This design comes from an exercise in tuning for small area and few clock cycles on the open sky130 flow, not from production work. Function not checked in this run: the RTL went through the layout flow alone. Power and IR drop assume default switching activity.

==> flow/design.v <==
module fdc_top (
    input  wire        clk,
    input  wire        rst,           
    input  wire        cpu_req,
    input  wire        cpu_we,
    input  wire [2:0]  cpu_port,
    input  wire [7:0]  cpu_wdata,
    output reg         cpu_ack,
    output reg  [7:0]  cpu_rdata,
    input  wire        host_load,
    input  wire        host_eject,
    input  wire [20:0] med_size,
    output reg         med_re,
    output reg         med_we,
    output reg  [20:0] med_addr,
    output reg  [7:0]  med_wdata,
    input  wire [7:0]  med_rdata,
    output wire        irq,
    output wire        io_active,
    output reg         flush
);
    localparam PH_IDLE = 2'd0, PH_CMD = 2'd1, PH_EXEC = 2'd2, PH_RES = 2'd3;
    localparam S_READY = 2'd0, S_RDWAIT = 2'd1, S_FMT = 2'd2;
    localparam H_INVALID = 4'b0000, H_SENSEINT = 4'b0001,
               H_SPECIFY = 4'b0010, H_SEEK     = 4'b0011,
               H_SENSEDRV = 4'b0100, H_RECAL   = 4'b0101,
               H_READID  = 4'b0110, H_FORMAT   = 4'b0111,
               H_WRDEL   = 4'b1000, H_RDTRACK  = 4'b1001, H_SCAN     = 4'b1010,
               H_RDDEL   = 4'b1011, H_WRDATA   = 4'b1100, H_RDDATA   = 4'b1101;
    reg [1:0]  state;
    reg [1:0]  phase;
    reg [3:0]  idx;
    reg [3:0]  hq;                
    reg [2:0]  cb1_q;
    reg [7:0]  cb2_q, cb3_q, cb4_q, cb5_q;
    reg [4:0]  st0_q;             
    reg        sd_present;        
    reg [9:0]  moved;
    reg        tohost;            
    reg [11:0] lba;
    reg        lba_oob;
    reg [8:0]  off_lo;
    reg        off_zhi;
    reg        off_ok;            
    reg        rd_ok;             
    reg [7:0]  cur_c, cur_h, cur_r, cur_n;
    reg [7:0]  pcn;
    reg        irq_q;
    reg        nondma;
    reg        present;
    reg        changed;
    wire no_pending = moved[9];
    wire last_byte  = !moved[9] && (moved[8:0] == 9'd511);
    assign irq       = irq_q;
    assign io_active = present && (phase != PH_IDLE || !no_pending);
    wire ready        = (state == S_READY);
    wire req          = ready && cpu_req;
    wire is_data_port = (cpu_port[2:1] == 2'd0);
    wire is_port5     = (cpu_port == 3'd5);
    wire in_idle      = (phase == PH_IDLE);
    wire in_exec      = (phase == PH_EXEC);
    wire in_res       = (phase == PH_RES);
    wire acc_stub = (is_data_port || is_port5) && in_exec && no_pending;
    wire xfer_port   = is_data_port || (is_port5 && in_exec);
    wire acc_xfer_rd = !cpu_we && !no_pending &&  tohost && xfer_port;
    wire acc_xfer_wr =  cpu_we && !no_pending && !tohost && xfer_port;
    wire acc_cmd_byte = cpu_we && is_port5 && (in_idle || phase == PH_CMD);
    wire [4:0] wc = cpu_wdata[4:0];
    wire [3:0] idle_h =
        (wc == 5'h02) ? H_RDTRACK  : (wc == 5'h03) ? H_SPECIFY :
        (wc == 5'h04) ? H_SENSEDRV : (wc == 5'h05) ? H_WRDATA  :
        (wc == 5'h06) ? H_RDDATA   : (wc == 5'h07) ? H_RECAL   :
        (wc == 5'h08) ? H_SENSEINT : (wc == 5'h09) ? H_WRDEL   :
        (wc == 5'h0A) ? H_READID   : (wc == 5'h0C) ? H_RDDEL   :
        (wc == 5'h0D) ? H_FORMAT   : (wc == 5'h0F) ? H_SEEK    :
        (wc == 5'h11 || wc == 5'h19 || wc == 5'h1D) ? H_SCAN : H_INVALID;
    wire hq_last = hq[3] ? (idx == 4'd8) :
                   (hq[2:1] == 2'b01) ? (idx == 4'd2) :
                   (hq == H_FORMAT) ? (idx == 4'd5) : (idx == 4'd1);
    wire       idle_senseint = (idle_h == H_SENSEINT);
    wire       idle_run = (idle_h == H_INVALID) || idle_senseint;
    wire [3:0] cmd_h   = in_idle ? (idle_senseint ? H_SENSEINT : H_INVALID) : hq;
    wire       cmd_run = acc_cmd_byte && (in_idle ? idle_run : hq_last);
    wire [2:0] cb1     = (idx == 4'd1) ? cpu_wdata[2:0] : cb1_q;
    reg [15:0] chs_t, chs_18t, chs_r1, chs_lba;
    reg [15:0] ra, rb;
    reg        cy;
    integer    i;
    always @(*) begin
        ra = {7'd0, cb2_q, 1'b0};
        rb = {8'd0, cb3_q};
        cy = 1'b0;
        for (i = 0; i < 16; i = i + 1) begin
            chs_t[i] = ra[i] ^ rb[i] ^ cy;
            cy = (ra[i] & rb[i]) | (ra[i] & cy) | (rb[i] & cy);
        end
        ra = {chs_t[11:0], 4'd0};
        rb = {chs_t[14:0], 1'b0};
        cy = 1'b0;
        for (i = 0; i < 16; i = i + 1) begin
            chs_18t[i] = ra[i] ^ rb[i] ^ cy;
            cy = (ra[i] & rb[i]) | (ra[i] & cy) | (rb[i] & cy);
        end
        rb = {8'd0, cb4_q};
        cy = 1'b1;
        for (i = 0; i < 16; i = i + 1) begin
            chs_r1[i] = rb[i] ^ cy;
            cy = cy & ~rb[i];
        end
        ra = chs_18t;
        rb = chs_r1;
        cy = 1'b0;
        for (i = 0; i < 16; i = i + 1) begin
            chs_lba[i] = ra[i] ^ rb[i] ^ cy;
            cy = (ra[i] & rb[i]) | (ra[i] & cy) | (rb[i] & cy);
        end
    end
    wire        chs_neg = chs_lba[15];
    wire [11:0] rd_lba  = chs_neg ? 12'd0 : (chs_lba[14:0] > 15'd2879) ? 12'd2879 : chs_lba[11:0];
    wire        wr_oob  = (chs_lba[15:12] != 4'd0);
    wire       r_wrap = (cb4_q >= 8'd18);
    wire       h_wrap = r_wrap && (cb3_q != 8'd0);
    wire [7:0] adv_r  = r_wrap ? 8'd1 : cb4_q + 8'd1;
    wire [7:0] adv_h  = r_wrap ? {7'd0, !h_wrap} : cb3_q;
    wire [7:0] adv_c  = !h_wrap ? cb2_q : (cb2_q >= 8'd79) ? 8'd0 : {1'b0, cb2_q[6:0] + 7'd1};
    wire acc_soft_reset = cpu_we && ((cpu_port == 3'd2 && !cpu_wdata[2]) ||
                                     (cpu_port == 3'd4 &&  cpu_wdata[7]));
    wire fmt_start = req && cmd_run && cmd_h == H_FORMAT;
    wire fmt_mode  = fmt_start || (state == S_FMT);
    wire [8:0] fmt_cnt = {cb4_q[0], cb3_q};
    wire fmt_last  = (fmt_cnt == 9'h100);    
    wire rd_wait = req && acc_xfer_rd && !rd_ok;
    wire xfer_mem = present && off_ok;
    wire wr_step = req && acc_xfer_wr;
    wire rd_step = (req && acc_xfer_rd && rd_ok) || (state == S_RDWAIT && cpu_req);
    wire step    = wr_step || rd_step;
    wire data_run = req && cmd_run && (cmd_h == H_RDDATA || cmd_h == H_WRDATA);
    wire do_load  = ready && !cpu_req && !host_eject && host_load;
    wire [8:0] off_inc   = off_lo + 9'd1;
    wire       off_clr   = data_run || do_load;
    wire       off_zhi_n = do_load || (off_zhi && !data_run);
    wire [8:0] off_lo_n  = off_clr ? 9'd0 : step ? off_inc : off_lo;
    wire        hi_zero = off_zhi_n && !fmt_mode;
    wire [8:0]  addr_lo = fmt_start ? 9'h1ff : (state == S_FMT) ? fmt_cnt : wr_step ? off_lo : off_lo_n;
    wire [20:0] addr    = {hi_zero ? 12'd0 : lba, addr_lo};
    reg         addr_lt;
    integer     j;
    always @(*) begin
        addr_lt = 1'b0;      
        for (j = 0; j < 21; j = j + 1)
            addr_lt = (~addr[j] & med_size[j]) | (~(addr[j] ^ med_size[j]) & addr_lt);
    end
    wire        addr_in = !(lba_oob && !hi_zero) && addr_lt;
    wire [7:0] msr = {1'b1, in_res || (in_exec && tohost), in_exec, !in_idle, 4'b0000};
    wire       res_cur = (hq == H_RDDATA || hq == H_WRDATA ||
                          hq == H_READID || hq == H_FORMAT);
    reg  [7:0] res_byte;
    always @(*) begin
        case (idx[2:0])
            3'd0: res_byte = (hq == H_SENSEDRV) ?
                             {2'b00, sd_present, pcn == 8'd0, 1'b1, cb1_q} :
                             {st0_q[4], 1'b0, st0_q[3], 2'b00, st0_q[2:0]};
            3'd1: res_byte = (hq == H_SENSEINT) ? pcn : 8'h00;
            3'd3: res_byte = res_cur ? cur_c : cb2_q;
            3'd4: res_byte = res_cur ? cur_h : cb3_q;
            3'd5: res_byte = res_cur ? cur_r : cb4_q;
            3'd6: res_byte = (hq == H_FORMAT) ? cb2_q : res_cur ? cur_n : cb5_q;
            default: res_byte = 8'h00;
        endcase
    end
    always @(*) begin
        cpu_ack   = 1'b0;
        cpu_rdata = 8'h00;
        med_re    = present && addr_in && !fmt_mode && !wr_step;
        med_we    = present && addr_in && (fmt_mode || wr_step);
        med_addr  = addr;
        med_wdata = (state == S_FMT) ? cb5_q : cpu_wdata;
        flush     = 1'b0;
        case (state)
            S_READY: if (cpu_req) begin
                cpu_ack = !rd_wait && !fmt_start;
                if (acc_xfer_rd) begin
                    if (xfer_mem) cpu_rdata = med_rdata;
                end else if (!cpu_we) begin
                    case (cpu_port)
                        3'd2: cpu_rdata = {!no_pending, 7'd0};
                        3'd3: cpu_rdata = {irq_q, 7'd0};
                        3'd4: cpu_rdata = msr;
                        3'd5: if (in_res) cpu_rdata = res_byte;
                        3'd7: cpu_rdata = {changed, 7'd0};
                        default: cpu_rdata = 8'h00;
                    endcase
                end
                flush = acc_xfer_wr && present && last_byte;
            end
            S_RDWAIT: begin
                cpu_ack = cpu_req;
                if (xfer_mem) cpu_rdata = med_rdata;
            end
            S_FMT: begin
                if (fmt_last) begin
                    cpu_ack = cpu_req;
                    flush   = cpu_req && present;
                end
            end
            default: ;
        endcase
    end
    always @(posedge clk) begin
        off_lo  <= off_lo_n;
        off_zhi <= off_zhi_n;
        off_ok  <= addr_in;
        rd_ok   <= !fmt_mode && !wr_step && !data_run && !host_load;
        if (req && acc_cmd_byte) begin
            if (in_idle) hq <= idle_h;
            case (idx)
                4'd1: cb1_q <= cpu_wdata[2:0];
                4'd2: cb2_q <= cpu_wdata;
                4'd3: cb3_q <= cpu_wdata;
                4'd4: cb4_q <= cpu_wdata;
                4'd5: cb5_q <= cpu_wdata;
                default: ;
            endcase
        end
        if (fmt_start)
            {cb4_q[0], cb3_q} <= 9'd0;
        else if (state == S_FMT)
            {cb4_q[0], cb3_q} <= {fmt_cnt[7:0], ~(fmt_cnt[8] ^ fmt_cnt[4])};
        if (step) begin
            if (!present) changed <= 1'b1;
            moved <= moved + 10'd1;
            if (last_byte && in_exec) begin
                irq_q <= 1'b1;
                idx   <= 4'd0;
                phase <= PH_RES;
            end
        end
        case (state)
            S_READY: begin
                if (cpu_req) begin
                    if (rd_wait) begin
                        state <= S_RDWAIT;
                    end else if (fmt_start) begin
                        state <= S_FMT;
                    end else if (acc_stub) begin
                        irq_q <= 1'b1;
                        idx   <= 4'd0;
                        phase <= PH_RES;
                    end else if (cpu_we) begin
                        if (acc_soft_reset) begin
                            phase    <= PH_IDLE;
                            moved[9] <= 1'b1;
                        end
                        if (acc_cmd_byte) begin
                            idx   <= idx + 4'd1;
                            if (in_idle) idx <= 4'd1;
                            phase <= PH_CMD;
                            if (cmd_run) begin
                                idx <= 4'd0;
                                case (cmd_h)
                                    H_SPECIFY: begin
                                        nondma <= cpu_wdata[0];
                                        phase  <= PH_IDLE;
                                    end
                                    H_SENSEINT: begin
                                        irq_q <= 1'b0;
                                        phase <= PH_RES;
                                    end
                                    H_SENSEDRV: begin
                                        sd_present <= present;
                                        phase      <= PH_RES;
                                    end
                                    H_RECAL: begin
                                        pcn   <= 8'd0;
                                        st0_q <= {2'b01, 1'b0, cb1[1:0]};
                                        irq_q <= 1'b1;
                                        phase <= PH_IDLE;
                                    end
                                    H_SEEK: begin
                                        pcn   <= cpu_wdata;
                                        st0_q <= {2'b01, cb1};
                                        irq_q <= 1'b1;
                                        phase <= PH_IDLE;
                                    end
                                    H_RDDATA, H_WRDATA: begin
                                        tohost  <= (cmd_h == H_RDDATA);
                                        moved   <= 10'd0;
                                        if (cmd_h == H_RDDATA) begin
                                            lba     <= rd_lba;
                                            lba_oob <= 1'b0;
                                        end else begin
                                            lba     <= chs_lba[11:0];
                                            lba_oob <= wr_oob;
                                        end
                                        cur_c <= adv_c;
                                        cur_h <= adv_h;
                                        cur_r <= adv_r;
                                        cur_n <= cb5_q;
                                        st0_q <= {2'b00, cb1};
                                        irq_q <= 1'b1;
                                        phase <= nondma ? PH_EXEC : PH_RES;
                                    end
                                    H_RDTRACK, H_RDDEL, H_WRDEL, H_SCAN: begin
                                        tohost   <= (cmd_h == H_RDTRACK || cmd_h == H_RDDEL);
                                        moved[9] <= 1'b1;
                                        st0_q <= {2'b00, cb1};
                                        irq_q <= 1'b1;
                                        phase <= nondma ? PH_EXEC : PH_RES;
                                    end
                                    H_READID: begin
                                        if (!present) begin
                                            phase <= PH_IDLE;
                                        end else begin
                                            st0_q <= {2'b00, cb1};
                                            irq_q <= 1'b1;
                                            phase <= PH_RES;
                                        end
                                    end
                                    default: begin  
                                        st0_q <= 5'b10000;
                                        phase <= PH_RES;
                                    end
                                endcase
                            end
                        end
                    end else begin
                        if (cpu_port == 3'd5 && in_res) begin
                            idx <= idx + 4'd1;
                            if (idx[2:0] == ((hq == H_SENSEDRV || hq == H_INVALID) ? 3'd0 :
                                             (hq == H_SENSEINT) ? 3'd1 : 3'd6)) begin
                                phase <= PH_IDLE;
                                irq_q <= 1'b0;
                            end
                        end
                        if (cpu_port == 3'd7) changed <= 1'b0;
                    end
                end else if (host_eject) begin
                    if (present) begin
                        present  <= 1'b0;
                        changed  <= 1'b1;
                        phase    <= PH_IDLE;
                        moved[9] <= 1'b1;
                    end
                end else if (host_load) begin
                    present <= 1'b1;
                    changed <= 1'b1;
                end
            end
            S_RDWAIT: begin
                if (cpu_req) state <= S_READY;
            end
            S_FMT: begin
                if (!present) changed <= 1'b1;
                if (fmt_last && cpu_req) begin
                    st0_q <= {2'b00, cb1_q};
                    irq_q <= 1'b1;
                    idx   <= 4'd0;
                    phase <= PH_RES;
                    state <= S_READY;
                end
            end
            default: state <= S_READY;
        endcase
        if (rst) begin
            state    <= S_READY;
            phase    <= PH_IDLE;
            moved[9] <= 1'b1;
            st0_q    <= 5'd0;
            lba      <= 12'd0;
            lba_oob  <= 1'b0;
            cur_c    <= 8'd0;
            cur_h    <= 8'd0;
            cur_r    <= 8'd1;
            cur_n    <= 8'd2;
            pcn      <= 8'd0;
            irq_q    <= 1'b0;
            nondma   <= 1'b1;
            present  <= 1'b0;
            changed  <= 1'b0;
        end
    end
endmodule
==> flow/flow/run.sh <==
#!/bin/bash
# Own layout flow: the standard flow (standard.sh) with two changes.
#  1. After the standard synthesis, the combinational logic between the
#     registers is mapped again by ABC with an area-oriented script
#     (remap.abc), from four random seeds in parallel; the smallest result is
#     kept. The registers stay exactly as the standard synthesis made them:
#     the same cells with the same names.
#  2. ORFS settings (extra.mk): port buffers as buf_1 cells, and a clock tree
#     of clkbuf_4 cells without dummy loads.
# Each step writes its full output to a log file of its own here.
set -euo pipefail
WORK=$PWD
RES=$WORK/orfs/results/$FLOW_PLATFORM/fdc_top/base
LIB=$FLOW_HOME/platforms/$FLOW_PLATFORM/lib/sky130_fd_sc_hd__tt_025C_1v80.lib

cat flow/extra.mk >> config.mk

# 1. the standard synthesis
bash standard.sh synth > log_1_synth.txt 2>&1
cp "$RES/1_2_yosys.v" "$WORK/synth_standard.v"

# 2. map the combinational logic again, keeping the registers
DONT_USE=$(awk '/^export DONT_USE_CELLS/ {on=1} on {print} on && !/\\$/ {on=0}' \
    "$FLOW_HOME/platforms/$FLOW_PLATFORM/config.mk" | sed 's/export DONT_USE_CELLS *+= *//; s/\\//g' | tr -s ' \n' ' ')
DU_ARGS=""
for c in $DONT_USE; do DU_ARGS="$DU_ARGS -dont_use $c"; done
for S in 1 2 3 4; do
    sed "s/@SEED@/$S/" flow/remap.abc > remap_$S.abc
    cat > remap_$S.ys <<YS
read_liberty -ignore_miss_func $LIB
read_verilog $WORK/synth_standard.v
hierarchy -top $FLOW_TOP
blackbox sky130_fd_sc_hd__*df*
flatten
opt_clean -purge
techmap
opt -fast
abc -script $WORK/remap_$S.abc -liberty $LIB $DU_ARGS
opt_clean -purge
hilomap -singleton -hicell sky130_fd_sc_hd__conb_1 HI -locell sky130_fd_sc_hd__conb_1 LO
insbuf -buf sky130_fd_sc_hd__buf_4 A X
opt_clean -purge
select -module $FLOW_TOP
tee -o $WORK/remap_$S.area stat -liberty $LIB
write_verilog -noattr -nohex -nodec -selected $WORK/synth_remapped_$S.v
YS
    yosys -s remap_$S.ys > log_2_remap_$S.txt 2>&1 &
done
wait
BEST=""
BEST_AREA=""
for S in 1 2 3 4; do
    A=$(grep 'Chip area' remap_$S.area | awk '{print $NF}' || true)
    echo "seed $S: area $A" >> log_2_remap.txt
    [[ -n "$A" && -f synth_remapped_$S.v ]] || continue
    if [[ -z "$BEST" ]] || awk -v a="$A" -v b="$BEST_AREA" 'BEGIN {exit !(a < b)}'; then
        BEST=$S
        BEST_AREA=$A
    fi
done
[[ -n "$BEST" ]] || { echo "no remapped netlist" >&2; exit 1; }
echo "kept seed $BEST" >> log_2_remap.txt
cp "synth_remapped_$BEST.v" "$WORK/synth_remapped.v"

# the registers must be those of the standard synthesis
regs() { grep -oE 'sky130_fd_sc_hd__[a-z]*df[a-z0-9_]* +[^ (]+' "$1" | sort; }
if ! cmp -s <(regs "$WORK/synth_standard.v") <(regs "$WORK/synth_remapped.v"); then
    echo "remapped netlist changed the registers" >&2
    exit 1
fi
cp "$WORK/synth_remapped.v" "$RES/1_2_yosys.v"
touch "$RES/1_2_yosys.v"

# 3. the rest of the standard flow, from the new netlist
bash standard.sh > log_3_layout.txt 2>&1
==> flow/flow/extra.mk <==

# own flow settings (flow/extra.mk)
export BUFFER_PORTS_ARGS = -buffer_cell sky130_fd_sc_hd__buf_1
export CTS_ARGS = -sink_clustering_enable -repair_clock_nets -dont_use_dummy_load -buf_list {sky130_fd_sc_hd__clkbuf_4}
==> flow/flow/remap.abc <==
strash
&get -n
&deepsyn -T 75 -S @SEED@
&put
dch -f
amap -m -F 4 -A 8
==> flow/standard.sh <==
#!/bin/bash
# synth_recipe.tcl (not shown) runs the flow's synth.tcl, then flattens the netlist and writes it again
# the make line also repeats each setting of config.mk as NAME=value (left out here)
make -C /OpenROAD-flow-scripts/flow DESIGN_CONFIG=/design/flow/config.mk WORK_HOME=/design/flow/orfs CLKGATE_MAP_FILE= SYNTH_SCRIPT=/design/flow/synth_recipe.tcl "${@:-finish}"
==> flow/config.mk <==
export PLATFORM = sky130hd
export DESIGN_NAME = fdc_top
export DESIGN_NICKNAME = fdc_top
export VERILOG_FILES = /design/flow/design.v
export SDC_FILE = /design/flow/constraint.sdc
export NUM_CORES = 4
export LEC_CHECK = 0
export CAP_MARGIN = 20
export CORE_MARGIN = 2
export CORE_UTILIZATION = 55
export SLEW_MARGIN = 20

# own flow settings (flow/extra.mk)
export BUFFER_PORTS_ARGS = -buffer_cell sky130_fd_sc_hd__buf_1
export CTS_ARGS = -sink_clustering_enable -repair_clock_nets -dont_use_dummy_load -buf_list {sky130_fd_sc_hd__clkbuf_4}
==> flow/constraint.sdc <==
create_clock -name core_clock -period 10.0 [get_ports {clk}]
set_input_delay 2.0000 -clock core_clock [delete_from_list [all_inputs] [get_ports {clk}]]
set_output_delay 2.0000 -clock core_clock [all_outputs]
set_load 0.01 [all_outputs]
==> results.ini <==
[global_routing]
grt_overflow=0
antenna_found_initial=2
grt_usage_pct=33.7
grt_max_degree=25
grt_pass1_wl_mm=36.6
grt_pass1_vias=7042

[synthesis]
syn_nets=996
synth_area_um2=7170
yosysWarnings=1
synthCells=950
avgSynthCellArea_um2=7.55

[clocking]
cts_hold_buf=0
clk-insertion-delay-late_ps=570
clk_root_buffer_cell=clkbuf_4
clock_path_buffers=2
cts_tree=built
clk_pin_slew_ps=80
h-tree-depth=4
numClockSinks=133
numCtsBuffers=17

[drt]
drtIter0Drc=792
totalWireLength_mm=23.8
viasPerCell=6.23
post-route-drc-count=0
drtAntennaViolNets=0
drtPass1Iterations=6
route.detailed.wl_per_inst_um=19.2
num_vias=7715

[setup_path]
r2r-start=cb3_q[2]
cp.required_ps=8000
rr_worst_depth=32
worstReg2RegEnd=lba[2]
cp_data_arrival_time_ps=7420
crit_fanout=6
crit_path_end_kind=output pin
critPathKind=input pin to output pin
slowest_delay_ps=430
slowest_stage=or3_1
reg2reg_slack_ps=2760
start_kind=input pin

[final_layout]
drive_gt1_share_pct=3.75
multi_input_area_um2=3590
syn_to_final_growth_pct=11.3
diodes=0
regArea_um2=2980
nFillCells=1217
final_area_um2=7980
fin_nets=1114

[place]
dp_hpwl_mm=18.0
placed_cell_area_um2=7810
gpl.final_weighted_congestion=1.02
port_buffers=88

[hold_path]
holdPathEnd=lba[7]
hold_path.class=flop to flop
holdPathStages=2
hp-start=lba[7]

[floorplan]
die_x_um=118
rows=41
design.core.area_um2=12700
die-area_um2=14000
ioPinCount=89
start_util_pct=56.6
die_h_um=118

[run_status]
outcome=no timing/DRC/antenna violations

[sta]
hold_viol=0
tns_ps=0
slew_headroom_pct=22.4
max_freq_mhz=106
tightest_slew_ps=1160
report.final.slew_viol_count=0
min_period_ps=9420
post-route-period-util_pct=94.2
fin_skew_ps=42.4
whs_ps=463
setup_viol_count_final=0

[pwr]
peakVddDrop_mv=0.0588
p_per_area_nw_per_um2=115
leakagePower_nw=2.52

[run]
drv_cap=0

[layout by cell type, fill, tap and decap left out, drive strengths merged, types with 7 or more instances in the layout]
master    n
a31oi    15
nand2    83
nand3    12
nor3     21
clkbuf   18
a211oi   12
edfxtp   32
a221oi    7
nor4     12
or3      14
o22ai    61
dfxtp   101
nor2b     7
buf      98
clkinv  171
a21oi    60
o221ai   21
o211ai   10
nor2    142
a22oi     8
o21ai    86
a222oi   21
[how the worst max path moves through the flow]
stage                start      to
3_5_place_dp   cpu_port[2]  med_re
5_1_grt             cpu_we  med_re
2_1_floorplan  cpu_port[2]  med_re
6_report       cpu_port[0]  med_we
4_1_cts        cpu_port[2]  med_re
3_3_place_gp   cpu_port[2]  med_re
[layout make-up]
type / instances / area share (%)
clock buffer: 17 / 1.60
inverter: 174 / 8.19
multi-input combinational: 643 / 44.9
sequential: 133 / 37.4
tap: 172 / 2.70
timing repair buffer: 99 / 5.19
[state kept, by name, summed over array words and instances (netlist names), 2 cells and up]
register	cells
lba	12
moved	10
off_lo	9
cb2_q	8
cb3_q	8
cb4_q	8
cb5_q	8
cur_c	8
cur_h	8
cur_n	8
cur_r	8
pcn	8
st0_q	5
hq	4
idx	4
cb1_q	3
phase	2
state	2
[through the flow]
stage	setup slack [ps]	std cells	utilization, %	total power [mW]
global route	-72.2	1238	63.0	0.954
finish	577	1238	63.0	0.921
detailed placement	478	1221	61.6	0.681
global placement	661	1221	61.6	0.680
floorplan	411	950	-	0.642
CTS	452	1238	62.6	0.918
[worst max-delay path: cells and delay by family]
kind / cells / cell delay (ps)
compound gates: 18 / 2470
simple gates: 13 / 1980
buf+inv: 7 / 970
[what timing repair did]
item | 4_1_cts | 5_1_grt
resized for setup | 0 | 12
endpoints found under the setup margin | 0 | 2
buffers inserted | 0 | 0
[routing by layer]
layer	share of wire, %	global-route usage [%]	vias up
li1	-	-	3710
met3	10	10.0	70
met4	3.2	14.8	2
met5	0.046	0	-
met2	45	52.1	440
met1	41	43.8	3493
[power by group]
group	leakage, nW	switching, mW	internal [mW]
clock	0.0782	0.171	0.0774
sequential	1.10	0.0102	0.555
combinational	1.34	0.0735	0.0344

[port drivers added, routing unchanged]
The flow's constraints put no driver on any port. The routed layout listed below was extracted and timed again, unchanged, in two steps.
Step 1 assumes that a clkbuf_16 drives the clock port and a buf_2 every other input.
Step 2, shift: input delay + t, output delay - t, t = (earliest + latest rising clock arrival at the registers) / 2. This alone moves slack from input paths to output paths.
Slacks: ideal / step 1 / step 2; pairs: ideal / step 1.
t, ns: 0.583
setup WS [ns]: 0.577 / 0.557 / 0.557
worst setup path after step 2: input to output
After both steps this run still meets setup and hold. The setup slack of this run moves by -0.020 ns with the drivers and by -0.020 ns with both steps.
